Source: an optimization exercise on an open RTL-to-GDS flow (aim: a short achievable clock period and few clock cycles). Production flows keep margins and buffers that such runs may drop.
Only simulation tests tie the RTL to the original design; equivalence was not proved.
Power and IR drop assume default switching activity.

`flow/run.sh`:
```
#!/bin/bash
# synth_recipe.tcl (not shown) runs the flow's synth.tcl, then flattens the netlist and writes it again
# the make line also repeats each setting of config.mk as NAME=value (left out here)
make -C /OpenROAD-flow-scripts/flow DESIGN_CONFIG=/design/flow/config.mk WORK_HOME=/design/flow/orfs CLKGATE_MAP_FILE= SYNTH_SCRIPT=/design/flow/synth_recipe.tcl finish
```
`flow/constraint.sdc`:
```
create_clock -name core_clock -period 10.0 [get_ports {clk}]
set_input_delay 2.0000 -clock core_clock [delete_from_list [all_inputs] [get_ports {clk}]]
set_output_delay 2.0000 -clock core_clock [all_outputs]
set_load 0.01 [all_outputs]
```
`flow/config.mk`:
```
export PLATFORM = sky130hd
export DESIGN_NAME = dcpu16_core
export DESIGN_NICKNAME = dcpu16_core
export VERILOG_FILES = /design/flow/design.v
export SDC_FILE = /design/flow/constraint.sdc
export NUM_CORES = 4
export LEC_CHECK = 0
export CAP_MARGIN = 20
export CORE_MARGIN = 2
export CORE_UTILIZATION = 30
export PLACE_DENSITY = 0.5
export SLEW_MARGIN = 20
```
`flow/design.v`:
```
module dcpu16_core (
    input  wire        clk,
    input  wire        rst,           
    output reg         mem_req,
    output reg         mem_we,
    output reg  [15:0] mem_addr,
    output reg  [15:0] mem_wdata,
    input  wire        mem_ack,
    input  wire [15:0] mem_rdata,
    input  wire        irq_valid,
    input  wire [15:0] irq_msg,
    input  wire [15:0] hw_count,
    output wire        dev_req,
    output wire        dev_hwi,       
    output wire [15:0] dev_index,
    input  wire        dev_ack,
    input  wire [31:0] dev_id,
    input  wire [31:0] dev_mfr,
    input  wire [15:0] dev_ver,
    output wire        fault,
    output reg  [1:0]  fault_kind     
);
    localparam S_BOUND = 5'd0,  S_DLV1 = 5'd1,  S_DLV2 = 5'd2,  S_FETCH = 5'd3,
               S_RESA  = 5'd4,  S_RESB = 5'd5,  S_DEC  = 5'd6,  S_RDA   = 5'd7,
               S_RDB   = 5'd8,  S_EXEC = 5'd9,  S_DIV  = 5'd10, S_WB    = 5'd11,
               S_JSR   = 5'd12, S_RFI1 = 5'd13, S_RFI2 = 5'd14, S_DEV   = 5'd15,
               S_FAULT = 5'd16;
    localparam K_REG = 3'd0, K_MEM = 3'd1, K_STK = 3'd2, K_PEEK = 3'd3,
               K_SP  = 3'd4, K_PC  = 3'd5, K_EX  = 3'd6, K_LIT  = 3'd7;
    localparam OP_SET = 5'h01, OP_ADD = 5'h02, OP_SUB = 5'h03, OP_MUL = 5'h04,
               OP_MLI = 5'h05, OP_DIV = 5'h06, OP_DVI = 5'h07, OP_MOD = 5'h08,
               OP_MDI = 5'h09, OP_AND = 5'h0a, OP_BOR = 5'h0b, OP_XOR = 5'h0c,
               OP_SHR = 5'h0d, OP_ASR = 5'h0e, OP_SHL = 5'h0f, OP_IFB = 5'h10,
               OP_IFC = 5'h11, OP_IFE = 5'h12, OP_IFN = 5'h13, OP_IFG = 5'h14,
               OP_IFA = 5'h15, OP_IFL = 5'h16, OP_IFU = 5'h17, OP_ADX = 5'h1a,
               OP_SBX = 5'h1b, OP_STI = 5'h1e, OP_STD = 5'h1f;
    localparam SP_JSR = 5'h01, SP_INT = 5'h08, SP_IAG = 5'h09, SP_IAS = 5'h0a,
               SP_RFI = 5'h0b, SP_IAQ = 5'h0c, SP_HWN = 5'h10, SP_HWQ = 5'h11,
               SP_HWI = 5'h12;
    reg [15:0] x [0:7];              
    reg [15:0] pc, sp, ex, ia;
    reg        skipping, iq, fq;
    reg [4:0]  state;
    reg [15:0] ir;
    reg [2:0]  a_kind, b_kind;
    reg [15:0] a_val, b_val;         
    reg        b_bound;              
    reg [15:0] av, bv;               
    reg [15:0] res, ex_res;          
    reg [15:0] msg;                  
    localparam QDEPTH = 16;
    reg [15:0] q_mem [0:QDEPTH-1];
    reg [3:0]  q_rd, q_wr;
    reg [4:0]  q_cnt;
    reg [31:0] dv_n;                 
    reg [31:0] dv_q;                 
    reg [15:0] dv_r;                 
    reg [15:0] dv_rem16;             
    reg [15:0] dv_d;                 
    reg [4:0]  dv_cnt;
    reg        dv_neg_q, dv_neg_r;
    wire [4:0] op    = ir[4:0];
    wire [4:0] bcode = ir[9:5];
    wire [5:0] acode = ir[15:10];
    wire       is_special = (op == 5'h00);
    wire [4:0] sop   = bcode;
    wire is_cond = !is_special && (op[4:3] == 2'b10);
    wire is_div  = !is_special && (op == OP_DIV || op == OP_DVI || op == OP_MOD || op == OP_MDI);
    reg unsupported;
    always @(*) begin
        if (is_special)
            unsupported = !(sop == SP_JSR || sop == SP_INT || sop == SP_IAG || sop == SP_IAS ||
                            sop == SP_RFI || sop == SP_IAQ || sop == SP_HWN || sop == SP_HWQ ||
                            sop == SP_HWI);
        else
            unsupported = (op == 5'h18 || op == 5'h19 || op == 5'h1c || op == 5'h1d);
    end
    function automatic needs_nw(input [5:0] c);
        needs_nw = (c[5:3] == 3'b010) || c == 6'h1a || c == 6'h1e || c == 6'h1f;
    endfunction
    wire a_nw = needs_nw(acode);
    wire b_nw = needs_nw({1'b0, bcode});
    wire reads_a = is_special ? (sop != SP_IAG && sop != SP_HWN && sop != SP_RFI) : 1'b1;
    wire reads_b = !is_special && !(op == OP_SET || op == OP_STI || op == OP_STD);
    function automatic [15:0] hval(input [2:0] k, input [15:0] v);
        case (k)
            K_REG:   hval = x[v[2:0]];
            K_SP:    hval = sp;
            K_PC:    hval = pc;
            K_EX:    hval = ex;
            default: hval = v;        
        endcase
    endfunction
    wire a_is_mem = (a_kind == K_MEM) || (a_kind == K_STK) || (a_kind == K_PEEK);
    wire b_is_mem = (b_kind == K_MEM) || (b_kind == K_STK) || (b_kind == K_PEEK);
    wire       wb_a      = is_special;
    wire [2:0] wb_kind   = wb_a ? a_kind : b_kind;
    wire [15:0] wb_val   = wb_a ? a_val  : b_val;
    wire       wb_is_mem = wb_a ? a_is_mem : b_is_mem;
    wire [16:0] add_s = {1'b0, bv} + {1'b0, av};
    wire [16:0] sub_d = {1'b0, bv} - {1'b0, av};
    wire [17:0] adx_s = {2'b0, bv} + {2'b0, av} + {2'b0, ex};
    wire [16:0] sbx_t2 = {1'b0, sub_d[15:0]} + {1'b0, ex};
    wire        sbx_under = sub_d[16];
    wire        sbx_over  = sbx_t2[16];
    wire [31:0] mul_u = bv * av;
    wire signed [31:0] mul_s = $signed(bv) * $signed(av);
    wire [31:0] shr_t = {bv, 16'h0000} >> av;
    wire signed [31:0] asr_t = $signed({bv, 16'h0000}) >>> av;
    wire [31:0] shl_t = {16'h0000, bv} << av;
    reg [15:0] alu_res, alu_ex;
    reg        alu_wex;               
    always @(*) begin
        alu_res = av;
        alu_ex  = 16'h0000;
        alu_wex = 1'b0;
        case (op)
            OP_SET: alu_res = av;
            OP_ADD: begin alu_res = add_s[15:0]; alu_ex = {15'h0, add_s[16]}; alu_wex = 1'b1; end
            OP_SUB: begin alu_res = sub_d[15:0]; alu_ex = {16{sub_d[16]}};    alu_wex = 1'b1; end
            OP_MUL: begin alu_res = mul_u[15:0]; alu_ex = mul_u[31:16];       alu_wex = 1'b1; end
            OP_MLI: begin alu_res = mul_s[15:0]; alu_ex = mul_s[31:16];       alu_wex = 1'b1; end
            OP_AND: alu_res = bv & av;
            OP_BOR: alu_res = bv | av;
            OP_XOR: alu_res = bv ^ av;
            OP_SHR: begin alu_res = shr_t[31:16]; alu_ex = shr_t[15:0]; alu_wex = 1'b1; end
            OP_ASR: begin alu_res = asr_t[31:16]; alu_ex = asr_t[15:0]; alu_wex = 1'b1; end
            OP_SHL: begin alu_res = shl_t[15:0];  alu_ex = shl_t[31:16]; alu_wex = 1'b1; end
            OP_ADX: begin alu_res = adx_s[15:0]; alu_ex = (adx_s[17:16] != 2'b00) ? 16'h0001 : 16'h0000; alu_wex = 1'b1; end
            OP_SBX: begin
                alu_res = sbx_t2[15:0];
                alu_ex  = (sbx_under && !sbx_over) ? 16'hffff :
                          (sbx_over && !sbx_under) ? 16'h0001 : 16'h0000;
                alu_wex = 1'b1;
            end
            OP_STI, OP_STD: alu_res = av;
            OP_DIV, OP_DVI: begin alu_res = 16'h0000; alu_ex = 16'h0000; alu_wex = 1'b1; end
            OP_MOD, OP_MDI: alu_res = 16'h0000;
            default: ;
        endcase
    end
    reg cond_ok;
    always @(*) begin
        case (op)
            OP_IFB:  cond_ok = (bv & av) != 16'h0000;
            OP_IFC:  cond_ok = (bv & av) == 16'h0000;
            OP_IFE:  cond_ok = bv == av;
            OP_IFN:  cond_ok = bv != av;
            OP_IFG:  cond_ok = bv > av;
            OP_IFA:  cond_ok = $signed(bv) > $signed(av);
            OP_IFL:  cond_ok = bv < av;
            OP_IFU:  cond_ok = $signed(bv) < $signed(av);
            default: cond_ok = 1'b1;
        endcase
    end
    wire [16:0] dv_sh   = {dv_r, dv_n[31]};
    wire        dv_ge   = dv_sh >= {1'b0, dv_d};
    wire [16:0] dv_next = dv_ge ? (dv_sh - {1'b0, dv_d}) : dv_sh;
    wire        dv_signed = (op == OP_DVI) || (op == OP_MDI);
    wire [15:0] b_mag = (dv_signed && bv[15]) ? (16'h0000 - bv) : bv;
    wire [15:0] a_mag = (dv_signed && av[15]) ? (16'h0000 - av) : av;
    wire [31:0] dq    = {dv_q[30:0], dv_ge};           
    wire [15:0] dq_hi = dv_neg_q ? (16'h0000 - dq[31:16]) : dq[31:16];
    wire [15:0] dq_lo = dv_neg_q ? (16'h0000 - dq[15:0])  : dq[15:0];
    wire [15:0] dr    = dv_neg_r ? (16'h0000 - dv_rem16)    : dv_rem16;
    always @(*) begin
        mem_req   = 1'b0;
        mem_we    = 1'b0;
        mem_addr  = pc;
        mem_wdata = 16'h0000;
        case (state)
            S_DLV1: begin mem_req = 1'b1; mem_we = 1'b1; mem_addr = sp - 16'd1; mem_wdata = pc; end
            S_DLV2: begin mem_req = 1'b1; mem_we = 1'b1; mem_addr = sp - 16'd1; mem_wdata = x[0]; end
            S_FETCH: begin mem_req = 1'b1; mem_addr = pc; end
            S_RESA: begin mem_req = a_nw; mem_addr = pc; end
            S_RESB: begin mem_req = !is_special && b_nw; mem_addr = pc; end
            S_RDA: begin
                mem_req  = reads_a && a_is_mem;
                mem_addr = (a_kind == K_MEM) ? a_val : sp;
            end
            S_RDB: begin
                mem_req  = reads_b && b_is_mem;
                mem_addr = (b_kind == K_MEM) ? b_val : (b_kind == K_STK) ? sp - 16'd1 : sp;
            end
            S_WB: begin
                mem_req   = wb_is_mem;
                mem_we    = 1'b1;
                mem_wdata = res;
                if (wb_kind == K_MEM)
                    mem_addr = wb_val;
                else if (wb_kind == K_STK)
                    mem_addr = wb_a ? sp : (b_bound ? b_val : sp - 16'd1);
                else
                    mem_addr = sp;
            end
            S_JSR: begin mem_req = 1'b1; mem_we = 1'b1; mem_addr = sp - 16'd1; mem_wdata = pc; end
            S_RFI1, S_RFI2: begin mem_req = 1'b1; mem_addr = sp; end
            default: ;
        endcase
    end
    assign dev_req   = (state == S_DEV);
    assign dev_hwi   = (sop == SP_HWI);
    assign dev_index = av;
    assign fault = (state == S_FAULT);
    wire q_full  = (q_cnt == QDEPTH);
    wire q_empty = (q_cnt == 5'd0);
    wire int_enq = (state == S_EXEC) && is_special && (sop == SP_INT) && fq && iq;
    wire q_push  = (state != S_FAULT) && (irq_valid || int_enq);
    wire [15:0] q_push_msg = int_enq ? av : irq_msg;
    wire q_pop   = (state == S_BOUND) && !skipping && !iq && !q_empty;
    wire q_overflow = q_push && q_full && !q_pop;
    always @(posedge clk) begin
        if (rst) begin
            q_rd  <= 4'd0;
            q_wr  <= 4'd0;
            q_cnt <= 5'd0;
        end else begin
            if (q_push && !q_overflow) begin
                q_mem[q_wr] <= q_push_msg;
                q_wr <= q_wr + 4'd1;
            end
            if (q_pop)
                q_rd <= q_rd + 4'd1;
            q_cnt <= q_cnt + ((q_push && !q_overflow) ? 5'd1 : 5'd0) - (q_pop ? 5'd1 : 5'd0);
        end
    end
    integer i;
    always @(posedge clk) begin
        if (rst) begin
            for (i = 0; i < 8; i = i + 1)
                x[i] <= 16'h0000;
            pc         <= 16'h0000;
            sp         <= 16'h0000;
            ex         <= 16'h0000;
            ia         <= 16'h0000;
            skipping   <= 1'b0;
            iq         <= 1'b0;
            fq         <= 1'b0;
            state      <= S_BOUND;
            fault_kind <= 2'd0;
            ir         <= 16'h0000;
            a_kind     <= K_LIT;
            b_kind     <= K_LIT;
            a_val      <= 16'h0000;
            b_val      <= 16'h0000;
            b_bound    <= 1'b0;
            av         <= 16'h0000;
            bv         <= 16'h0000;
            res        <= 16'h0000;
            ex_res     <= 16'h0000;
            msg        <= 16'h0000;
            dv_n       <= 32'h0;
            dv_q       <= 32'h0;
            dv_r       <= 16'h0;
            dv_rem16   <= 16'h0;
            dv_d       <= 16'h0;
            dv_cnt     <= 5'd0;
            dv_neg_q   <= 1'b0;
            dv_neg_r   <= 1'b0;
        end else begin
            if (q_overflow && state != S_FAULT) begin
                fault_kind <= 2'd2;
                state      <= S_FAULT;
            end else case (state)
            S_BOUND: begin
                b_bound <= 1'b0;
                if (q_pop && ia != 16'h0000) begin
                    msg   <= q_mem[q_rd];
                    state <= S_DLV1;
                end else begin
                    state <= S_FETCH;
                end
            end
            S_DLV1: if (mem_ack) begin
                iq    <= 1'b1;
                sp    <= sp - 16'd1;
                state <= S_DLV2;
            end
            S_DLV2: if (mem_ack) begin
                sp    <= sp - 16'd1;
                x[0]  <= msg;
                pc    <= ia;
                state <= S_BOUND;
            end
            S_FETCH: if (mem_ack) begin
                ir    <= mem_rdata;
                pc    <= pc + 16'd1;
                state <= S_RESA;
            end
            S_RESA: if (!a_nw || mem_ack) begin
                if (a_nw)
                    pc <= pc + 16'd1;
                a_val <= 16'h0000;
                casez (acode)
                    6'b000???: begin a_kind <= K_REG; a_val <= {13'h0, acode[2:0]}; end
                    6'b001???: begin a_kind <= K_MEM; a_val <= x[acode[2:0]]; end
                    6'b010???: begin a_kind <= K_MEM; a_val <= x[acode[2:0]] + mem_rdata; end
                    6'h18:     a_kind <= K_STK;
                    6'h19:     a_kind <= K_PEEK;
                    6'h1a:     begin a_kind <= K_MEM; a_val <= sp + mem_rdata; end
                    6'h1b:     a_kind <= K_SP;
                    6'h1c:     a_kind <= K_PC;
                    6'h1d:     a_kind <= K_EX;
                    6'h1e:     begin a_kind <= K_MEM; a_val <= mem_rdata; end
                    6'h1f:     begin a_kind <= K_LIT; a_val <= mem_rdata; end
                    default:   begin a_kind <= K_LIT; a_val <= {10'h0, acode} - 16'h0021; end
                endcase
                state <= S_RESB;
            end
            S_RESB: if (is_special) begin
                state <= S_DEC;
            end else if (!b_nw || mem_ack) begin
                if (b_nw)
                    pc <= pc + 16'd1;
                b_val <= 16'h0000;
                casez (bcode)
                    5'b00???: begin b_kind <= K_REG; b_val <= {13'h0, bcode[2:0]}; end
                    5'b01???: begin b_kind <= K_MEM; b_val <= x[bcode[2:0]]; end
                    5'b10???: begin b_kind <= K_MEM; b_val <= x[bcode[2:0]] + mem_rdata; end
                    5'h18:    b_kind <= K_STK;
                    5'h19:    b_kind <= K_PEEK;
                    5'h1a:    begin b_kind <= K_MEM; b_val <= sp + mem_rdata; end
                    5'h1b:    b_kind <= K_SP;
                    5'h1c:    b_kind <= K_PC;
                    5'h1d:    b_kind <= K_EX;
                    5'h1e:    begin b_kind <= K_MEM; b_val <= mem_rdata; end
                    default:  begin b_kind <= K_LIT; b_val <= mem_rdata; end
                endcase
                state <= S_DEC;
            end
            S_DEC: begin
                if (unsupported) begin
                    fault_kind <= 2'd1;
                    state      <= S_FAULT;
                end else if (skipping) begin
                    skipping <= is_cond;
                    state    <= S_BOUND;
                end else begin
                    state <= S_RDA;
                end
            end
            S_RDA: begin
                if (!reads_a) begin
                    state <= S_RDB;
                end else if (!a_is_mem) begin
                    av    <= hval(a_kind, a_val);
                    state <= S_RDB;
                end else if (mem_ack) begin
                    av <= mem_rdata;
                    if (a_kind == K_STK) begin
                        a_kind <= K_MEM;         
                        a_val  <= sp;
                        sp     <= sp + 16'd1;
                    end
                    state <= S_RDB;
                end
            end
            S_RDB: begin
                if (!reads_b) begin
                    state <= S_EXEC;
                end else if (!b_is_mem) begin
                    bv    <= hval(b_kind, b_val);
                    state <= S_EXEC;
                end else if (mem_ack) begin
                    bv <= mem_rdata;
                    if (b_kind == K_STK) begin
                        b_val   <= sp - 16'd1;   
                        b_bound <= 1'b1;
                        sp      <= sp - 16'd1;
                    end
                    state <= S_EXEC;
                end
            end
            S_EXEC: begin
                state <= S_BOUND;
                if (!is_special) begin
                    if (is_cond) begin
                        skipping <= !cond_ok;
                    end else if (is_div && av != 16'h0000) begin
                        dv_n     <= {b_mag, 16'h0000};
                        dv_d     <= a_mag;
                        dv_q     <= 32'h0;
                        dv_r     <= 16'h0;
                        dv_cnt   <= 5'd0;
                        dv_neg_q <= dv_signed && (bv[15] ^ av[15]);
                        dv_neg_r <= dv_signed && bv[15];
                        state    <= S_DIV;
                    end else begin
                        res    <= alu_res;
                        ex_res <= alu_ex;
                        state  <= S_WB;
                    end
                end else begin
                    case (sop)
                        SP_JSR: state <= S_JSR;
                        SP_INT: begin
                            if (!(fq && iq) && ia != 16'h0000) begin
                                msg   <= av;
                                state <= S_DLV1;
                            end
                        end
                        SP_IAG: begin res <= ia; state <= S_WB; end
                        SP_IAS: ia <= av;
                        SP_RFI: begin iq <= 1'b0; state <= S_RFI1; end
                        SP_IAQ: fq <= (av != 16'h0000);
                        SP_HWN: begin res <= hw_count; state <= S_WB; end
                        SP_HWQ, SP_HWI: begin
                            if (av >= hw_count) begin
                                fault_kind <= 2'd3;
                                state      <= S_FAULT;
                            end else begin
                                state <= S_DEV;
                            end
                        end
                        default: ;
                    endcase
                end
            end
            S_DIV: begin
                dv_n   <= {dv_n[30:0], 1'b0};
                dv_r   <= dv_next[15:0];
                dv_q   <= {dv_q[30:0], dv_ge};
                dv_cnt <= dv_cnt + 5'd1;
                if (dv_cnt == 5'd15)
                    dv_rem16 <= dv_next[15:0];
                if (dv_cnt == 5'd31) begin
                    if (op == OP_DIV || op == OP_DVI) begin
                        res    <= dq_hi;
                        ex_res <= dq_lo;
                    end else begin
                        res <= dr;
                    end
                    state <= S_WB;
                end
            end
            S_WB: if (!wb_is_mem || mem_ack) begin
                case (wb_kind)
                    K_REG: x[wb_val[2:0]] <= res;
                    K_SP:  sp <= res;
                    K_PC:  pc <= res;
                    K_EX:  ex <= res;
                    K_STK: begin
                        if (wb_a)
                            sp <= sp + 16'd1;
                        else if (!b_bound)
                            sp <= sp - 16'd1;
                    end
                    default: ;
                endcase
                if (!is_special) begin
                    if (alu_wex || (is_div && (op == OP_DIV || op == OP_DVI)))
                        ex <= ex_res;
                    if (op == OP_STI || op == OP_STD) begin
                        x[6] <= ((wb_kind == K_REG && wb_val[2:0] == 3'd6) ? res : x[6]) +
                                ((op == OP_STI) ? 16'h0001 : 16'hffff);
                        x[7] <= ((wb_kind == K_REG && wb_val[2:0] == 3'd7) ? res : x[7]) +
                                ((op == OP_STI) ? 16'h0001 : 16'hffff);
                    end
                end
                state <= S_BOUND;
            end
            S_JSR: if (mem_ack) begin
                sp    <= sp - 16'd1;
                pc    <= av;
                state <= S_BOUND;
            end
            S_RFI1: if (mem_ack) begin
                x[0]  <= mem_rdata;
                sp    <= sp + 16'd1;
                state <= S_RFI2;
            end
            S_RFI2: if (mem_ack) begin
                pc    <= mem_rdata;
                sp    <= sp + 16'd1;
                state <= S_BOUND;
            end
            S_DEV: if (dev_ack) begin
                if (sop == SP_HWQ) begin
                    x[0] <= dev_id[15:0];
                    x[1] <= dev_id[31:16];
                    x[2] <= dev_ver;
                    x[3] <= dev_mfr[15:0];
                    x[4] <= dev_mfr[31:16];
                end
                state <= S_BOUND;
            end
            default: state <= S_FAULT;    
            endcase
        end
    end
endmodule
```
==> notes.md <==
[cells in the mapped netlist, types with 40 or more instances]
library cell / count
xor2_1: 96
mux2_2: 77
nor4_1: 47
inv_1: 634
or3_1: 60
buf_2: 54
fa_1: 393
mux4_2: 244
nand3_1: 155
nand2_1: 699
nand2b_1: 67
buf_1: 96
a211oi_1: 146
a22o_1: 133
dfxtp_1: 340
nor2_1: 802
mux2i_1: 128
o21ai_0: 413
xnor2_1: 199
edfxtp_1: 384
a21oi_1: 464
a222oi_1: 51
nor3_1: 128
ha_1: 367
a31oi_1: 86
a21o_1: 96
o211ai_1: 78
o31ai_1: 43
a221oi_1: 75
and2_1: 44
nand4_1: 43
clkbuf_1: 411
nor2b_1: 40
a311oi_1: 58
[through the flow]
stage                     setup slack, ps  hold WS (ps)  utilization  power [mW]
final                                1620           460        0.341        10.8
after global routing                 1550           484        0.341        11.1
after CTS                            1850           456        0.341        10.7
after detailed placement             1950           447        0.327        7.18
after global placement               2020           441        0.327        7.17
after floorplan                      1950           432            -        5.70
[cell families after synthesis]
logic type | after synthesis | share of synthesized area
compound gates | 2011 | 0.195
xor+xnor | 296 | 0.0374
fa+ha+maj | 760 | 0.179
buf+inv | 1224 | 0.0678
flops | 724 | 0.264
mux | 450 | 0.110
simple gates | 2237 | 0.146
[path summary, 6_finish.rpt]
check,end,cells after the start,start,slack (ps)
worst max-delay path,res[12]$_SDFFE_PP0P_,22,av[4]$_SDFFE_PP0P_,1620
worst min-delay path,dv_d[15]$_SDFFE_PP0P_,2,dv_d[15]$_SDFFE_PP0P_,460
worst max register to register,res[12]$_SDFFE_PP0P_,22,av[4]$_SDFFE_PP0P_,1620
worst min register to register,dv_d[15]$_SDFFE_PP0P_,2,dv_d[15]$_SDFFE_PP0P_,460
[critical path, stage by stage, from the launching register on]
cell and delay (ps):
dfxtp_4 430, inv_2 210, buf_4 570, nor2_1 150
fa_1 550, inv_1 50, fa_1 420, inv_1 60
ha_1 180, inv_1 70, fa_1 540, inv_1 60
fa_1 550, fa_1 410, ha_1 270, nor3_1 390
a21boi_0 840, o21ai_0 430, xnor2_1 720, o2111ai_1 260
o311ai_0 590, buf_4 230, a21oi_1 110
[metal layers]
layer / routed length [um] / part of all wire / vias up
li1: - / - / 27900
met1: 145000 / 0.42 / 32700
met2: 146000 / 0.43 / 3718
met3: 33500 / 0.098 / 687
met4: 18800 / 0.055 / 18
met5: 131 / 0.00038 / -
[where the power goes]
part / switching, mW / internal (mW) / leakage (nW)
Sequential: 0.211 / 3.23 / 6.38
Combinational: 2.43 / 1.36 / 21.6
Clock: 1.48 / 2.04 / 1.48
Total: 4.12 / 6.63 / 29.5
[flip-flops by register name, indices dropped and copies added (netlist names), 5 cells and up, named ones only]
| signal | count |
|---|---|
| q_cnt | 5 |
| pc | 16 |
| ex_res | 16 |
| av | 16 |
| dv_d | 16 |
| ex | 16 |
| msg | 16 |
| ir | 16 |
| dv_rem16 | 16 |
| bv | 16 |
| a_val | 16 |
| dv_r | 16 |
| x | 128 |
| state | 5 |
| dv_q | 31 |
| dv_cnt | 5 |
| b_val | 16 |
| ia | 16 |
| res | 16 |
| dv_n | 16 |
| sp | 16 |
| q_mem | 256 |
[layout by cell type, fill, tap and decap left out, types with 74 or more instances in the layout]
cell type	synthesis	final
a211oi_1	146	146
a221oi_1	75	74
fa_1	393	393
edfxtp_1	384	384
mux2_2	77	77
nand3_1	155	154
nand2_1	699	695
dfxtp_1	340	320
ha_1	367	367
nor3_1	128	118
inv_1	634	633
mux4_2	244	244
buf_4	6	286
mux2i_1	128	128
a21oi_1	464	463
clkbuf_16	0	89
xnor2_1	199	199
a31oi_1	86	85
nor2_1	802	779
o211ai_1	78	78
a21o_1	96	96
clkdlybuf4s50_1	0	186
xor2_1	96	96
a22o_1	133	133
o21ai_0	413	405
[layout make-up]
| cell class | instances | area share |
|---|---|---|
| Sequential cell | 724 | 0.234 |
| Antenna cell | 11 | 0.000351 |
| Clock inverter | 42 | 0.00852 |
| Clock buffer | 119 | 0.0311 |
| Tap cell | 3026 | 0.0483 |
| Timing Repair Buffer | 473 | 0.0513 |
| Multi-Input combinational cell | 5754 | 0.595 |
| Inverter | 653 | 0.0312 |
==> metrics.yaml <==
status:
  status: "finished clean"
timing:
  tightest_slew_ps: 1260
  min_period_ps: 8380
  slew-limit-headroom: 0.157
  timing.final.crit_share: 0.838
  clock.fmax_mhz: 119
  skew_ps: 98.7
  hold_violations: 0
  slew_viol_final: 0
  totalNegativeSetupSlack_ps: 0
  setup_viol_count_final: 0
  rsz0062_at_grt: "no"
yosys:
  avgSynthCellArea_sq_um: 9.02
  synthCells: 7702
  async_flop_share: 0
  synth_top_area_cell: "edfxtp_1"
  synth_area_leaders: "edfxtp_1 17%, fa_1 11%, dfxtp_1 9.8%"
  yosysSeqAreaShare: 0.264
  synthesis.nets: 8595
  synthDistinctLibCells: 101
  synth-edff-count: 384
  yosys_register_bits: 724
  synthFlopType: "edfxtp_1"
  synth_area_sq_um: 69500
  yosysTopAreaCellShare: 0.166
  yosys_warnings: 1
grt:
  grt_max_degree: 97
  busiest_layer: "met2"
  antenna_found_initial: 39
  met2_usage: 0.421
  grt_pass1_wl_mm: 481
  grt_pass1_vias: 62300
  gr-total-overflow: 0
  grtUsageTotal: 0.283
  grtUsageMet3: 0.0612
  grt_util_met1: 0.388
min_path:
  hp-class: "reg2reg"
clock_tree:
  cts_root_buf: "clkbuf_16"
  path_clk_slew_ps: 80
  cts.sinks: 724
  cts_tree: "built"
  htreeDepth: 3
  cts_buffers: 88
  insertion_delay_ps: 770
  clock_path_buffers: 3
  post_cts_buffers: 0
  cts_hold_buf: 0
  cts_resized: 0
placement:
  place_hpwl_mm: 257
  dp.cells: 10600
  place_congestion: 1.03
  placement.io_buffers: 187
  dpl_cell_area_sq_um: 75300
floorplan:
  core_area_sq_um: 230000
  die_area_sq_um: 235000
  die_h_um: 485
  start_util: 0.302
  die-width_um: 485
  pin_count: 188
  fp-row-count: 176
critical_path:
  path_class: "reg2reg"
  worstSetupEndpointType: "register"
  cp-start-kind: "register"
  critical_path_arrival_ps: 8890
  cp_max_fo: 21
  required_ps: 10510
detailed_routing:
  dr.pass1.iters: 9
  ant_nets: 0
  wl_per_cell_um: 31.8
  routed_wirelength_mm: 343
  vias: 65000
  first_iter_violations: 8620
  viasPerCell: 6.02
  drc: 0
run:
  maxCapViolations: 0
layout:
  nFillCells: 23600
  fin_nets: 8587
  fin_cells: 10800
  multi_input_area_sq_um: 46700
  final_area_sq_um: 78400
  syn2layout_area_growth_pct: 12.9
  final_layout_size_suffix_gt1_frac: 0.113
  ff_latch_area_sq_um: 18400
power:
  p_per_area_nw_per_um2: 137
  vdd_ir_drop_max_uv: 163
  p_leak_nw: 29.5
Testbench counts, summed over its fixed seeds: cycles 358,380.

-- separate check: timing with driven ports --
In the flow no input, the clock included, has a driving cell. The finished layout below was timed again as built, in two steps. Step 1 sets driving cells, clkbuf_16 on the clock port and buf_2 on the other inputs (assumed; they add their load-dependent delay and slew). Step 2 also shifts input and output timing later by t, the mid clock arrival at the registers, as if the neighbouring blocks saw the same clock. Three values: ideal ports, drivers, drivers and shift; two values: the first two.
shift t [ns]: 0.809
setup WS [ns]: 1.615 / 1.615 / 1.615
latest minus earliest clock arrival (ns): 0.099 / 0.099
After both steps setup and hold are still met in this run. For this run, drivers alone change the setup slack by 0.000 ns; drivers and shift together by 0.000 ns.
